This design comes from an exercise in tuning for small area, a short achievable clock period and few clock cycles on the open sky130 flow, not from production work. No functional check of the RTL was part of any run shown here. No activity file was given, so power comes from the tool's default toggle rates.

==> flow/design.v (outline; a module is shown in full before it is edited, if it fits) <==
// module rrr_codec: 1373 lines
module rrr_codec (
    input  wire        clk,
    input  wire        rst,       
    input  wire        start,
    input  wire [1:0]  op,        
    input  wire [63:0] arg0,
    input  wire [63:0] arg1,
    output wire        ready,
    output reg         done,
    output reg         fault,     
    output wire [63:0] finfo,     
    output wire [63:0] res0,
    output wire [63:0] res1
);
  // ...
==> flow/run.sh <==
#!/bin/bash
# synth_recipe.tcl (not shown) runs the flow's synth.tcl, then flattens the netlist and writes it again
# the make line also repeats each setting of config.mk as NAME=value (left out here)
make -C /OpenROAD-flow-scripts/flow DESIGN_CONFIG=/design/flow/config.mk WORK_HOME=/design/flow/orfs CLKGATE_MAP_FILE= SYNTH_SCRIPT=/design/flow/synth_recipe.tcl finish
==> flow/config.mk <==
export PLATFORM = sky130hd
export DESIGN_NAME = rrr_codec
export DESIGN_NICKNAME = rrr_codec
export VERILOG_FILES = /design/flow/design.v
export SDC_FILE = /design/flow/constraint.sdc
export NUM_CORES = 4
export LEC_CHECK = 0
export ABC_AREA = 1
export CAP_MARGIN = 20
export CELL_PAD_IN_SITES_DETAIL_PLACEMENT = 1
export CELL_PAD_IN_SITES_GLOBAL_PLACEMENT = 2
export CORE_MARGIN = 2
export CORE_UTILIZATION = 25
export PLACE_DENSITY = 0.6
export SLEW_MARGIN = 20
export SYNTH_MEMORY_MAX_BITS = 262144
==> flow/constraint.sdc <==
create_clock -name core_clock -period 10.0 [get_ports {clk}]
set_input_delay 2.0000 -clock core_clock [delete_from_list [all_inputs] [get_ports {clk}]]
set_output_delay 2.0000 -clock core_clock [all_outputs]
set_load 0.01 [all_outputs]
==> metrics.md, run 1 <==
| Metric | Value |
|---|---|
| Met3 Use GR | `0.801` |
| Stop stage | `global routing` |
| Grt met2 use | `0.976` |
| Post-synthesis sequential area ratio | `0.145` |
| PortBufs | `327` |
| Post-synthesis instance total | `11509` |
| Met1 global-route usage | `0.890` |
| Row Count | `194` |
| Distinct cells, synth | `86` |
| Post-synth EDFFs | `333` |
| Largest net degree at the start of global routing | `95` |
| Top-count cell post-synth | `nand2_1` |
| First Error | `[ERROR GRT-0116] Global routing finished with congestion. Check the congestion regions in the DRC Viewer.` |
| Synthesized Nets | `12099` |
| Dpl cells | `15920` |
| Synth Area in Simple Gates | `0.255` |
| Avg Inst Size Synth | `6.11 µm²` |
| I/O pin count | `328` |
| Synth top area cells | `edfxtp_1 14%, nand2_1 9.6%, nor2_1 8.5%` |
| Synth top cells by count | `1798 x nand2_1, 1593 x nor2_1, 1483 x inv_1` |
| Warnings from Yosys | `5` |
| Initial Utilization | `0.251` |
| Post-CTS Setup Bufs | `1` |
| Ys flop type | `edfxtp_1` |
| Syn Std Cell Area | `70300 µm²` |
| Longest Clk Path Bufs | `3` |
| Pre-CTS worst setup slack | `-0.330 ns` |
| Mux contribution to synthesized area | `0.000285` |
| Share of the synthesized area in the top cell type | `0.142` |
| Htree depth | `2` |
| Vias in the first global route | `141632` |
| Root Buffer | `clkbuf_16` |
| Synth Area in Adders | `0.0939` |
| First-pass GRT wire length | `1710000 µm` |
| Outcome | `stopped before the end` |
| Num CTS Buffers | `50` |
| Die height | `534 µm` |
| Global routing's busiest layer | `met2` |
| Grt ovf | `6426` |
==> run 2, diff against run 1 <==
--- a/flow/config.mk
+++ b/flow/config.mk
@@ -10,6 +10,6 @@
 export CELL_PAD_IN_SITES_DETAIL_PLACEMENT = 1
-export CELL_PAD_IN_SITES_GLOBAL_PLACEMENT = 2
+export CELL_PAD_IN_SITES_GLOBAL_PLACEMENT = 3
 export CORE_MARGIN = 2
-export CORE_UTILIZATION = 25
-export PLACE_DENSITY = 0.6
+export CORE_UTILIZATION = 20
+export PLACE_DENSITY = 0.5
 export SLEW_MARGIN = 20
==> run 2 against run 1 <==
  * The run again fails in global routing
  * Area after synthesis is the same
  * Synthesized cell count stayed put
==> metrics.md, run 2 <==
| Metric | Value |
|---|---|
| Top-count cell post-synth | `nand2_1 (unchanged)` |
| Distinct cells, synth | `86 (unchanged)` |
| Placer Congestion | `1.41 (was 1.57)` |
| Largest net degree at the start of global routing | `99` |
| Clock sink total | `344 (unchanged)` |
| Mux contribution to synthesized area | `0.000285 (unchanged)` |
| FFs w/ async S/R, synth | `0 (unchanged)` |
| Post-DP HPWL | `990000 µm (was 856000 µm)` |
| Post-synth EDFFs | `333 (unchanged)` |
| Largest family of logic cells by synthesized area | `compound AO/OA/AOI/OAI gates (unchanged)` |
| Syn Std Cell Area | `70300 µm² (unchanged)` |
| Post-synthesis instance total | `11509 (unchanged)` |
| Share of the synthesized area in the top cell type | `0.142 (unchanged)` |
| Post-synthesis sequential area ratio | `0.145 (unchanged)` |
| Row Count | `217 (was 194)` |
| Ys flop type | `edfxtp_1 (unchanged)` |
| First Error | `[ERROR GRT-0116] Global routing finished with congestion. Check the congestion regions in the DRC Viewer. (unchanged)` |
| Die height | `597 µm (was 534 µm)` |
| Longest Clk Path Bufs | `3 (unchanged)` |
| Htree depth | `2 (unchanged)` |
| Pre-CTS worst setup slack | `-0.540 ns (was -0.330 ns)` |
| Vias in the first global route | `134836` |
| Overall Global Routing Usage | `0.759` |
| Synthesized Nets | `12099 (unchanged)` |
| Synth top area cells | `edfxtp_1 14%, nand2_1 9.6%, nor2_1 8.5% (unchanged)` |
| Synth top cells by count | `1798 x nand2_1, 1593 x nor2_1, 1483 x inv_1 (unchanged)` |
| Post-Synth XOR/XNOR Area | `0.0514 (unchanged)` |
| Synth Area in Simple Gates | `0.255 (unchanged)` |
| Outcome | `stopped before the end (unchanged)` |
| Initial Utilization | `0.201 (was 0.251)` |
| Compound-Gate Fraction of Synth Area | `0.326 (unchanged)` |
| Synth Area in Adders | `0.0939 (unchanged)` |
| I/O pin count | `328 (unchanged)` |
| Post-synthesis register bit count | `344 (unchanged)` |
| Synth area leader | `edfxtp_1 (unchanged)` |
| Placed cell area | `87500 µm² (was 84600 µm²)` |
| First-pass GRT wire length | `1770000 µm` |
| Num CTS Buffers | `52 (was 50)` |
| Warnings from Yosys | `5 (unchanged)` |
| Stop stage | `global routing (unchanged)` |
| Root Buffer | `clkbuf_16 (unchanged)` |
| Avg Inst Size Synth | `6.11 µm² (unchanged)` |
| Die width | `597 µm (was 534 µm)` |
| Grt ovf | `1691` |
| PortBufs | `327 (unchanged)` |
run 2: cell counts after synthesis:
Identical to the previous run, type by type.
run 2: how the worst max path moves through the flow:
stage                     endpoint  slack (ns)
after floorplan               b[0]        0.02
after global placement       rk[3]       -1.07
after detailed placement     rk[4]       -0.54
after CTS                    rk[0]       0.004
run 2: power groups by stage:
stage | logic, mW | registers (mW) | clock network [mW]
floorplan | 26.2 | 3.53 | 0
global placement | 52.5 | 3.12 | 0
detailed placement | 51.1 | 3.09 | 0
CTS | 68.7 | 3.57 | 2.11
run 2: kinds of logic after synthesis:
kind of cell,Yosys count
adders and majority gates,457
and+or+nand+nor,4351
DFF,344
muxes,2
xor gates and xnor gates,412
buffers and inverters,2273
AOI/OAI and AO/OA,3670
run 2: timing repair:
action	4_1_cts
pin swaps	31
buffers inserted	27
endpoints found under the setup margin	5
gates resized for setup	49
hold buffers	0
run 2: through the flow:
stage	util	std cells	hold WS, ns	setup TNS, ns	total power [mW]
after detailed placement	0.250	16936	0.511	-2.56	54.2
after global placement	0.249	16918	0.492	-5.12	55.6
after CTS	0.256	17057	0.530	0	74.4
after floorplan	-	11509	0.482	0	29.7
run 2: per-layer routing:
| layer | overflow | global-route usage |
|---|---|---|
| met5 | 23 | 0.538 |
| met2 | 845 | 0.853 |
| met4 | 532 | 0.629 |
| met3 | 161 | 0.667 |
| met1 | 130 | 0.806 |
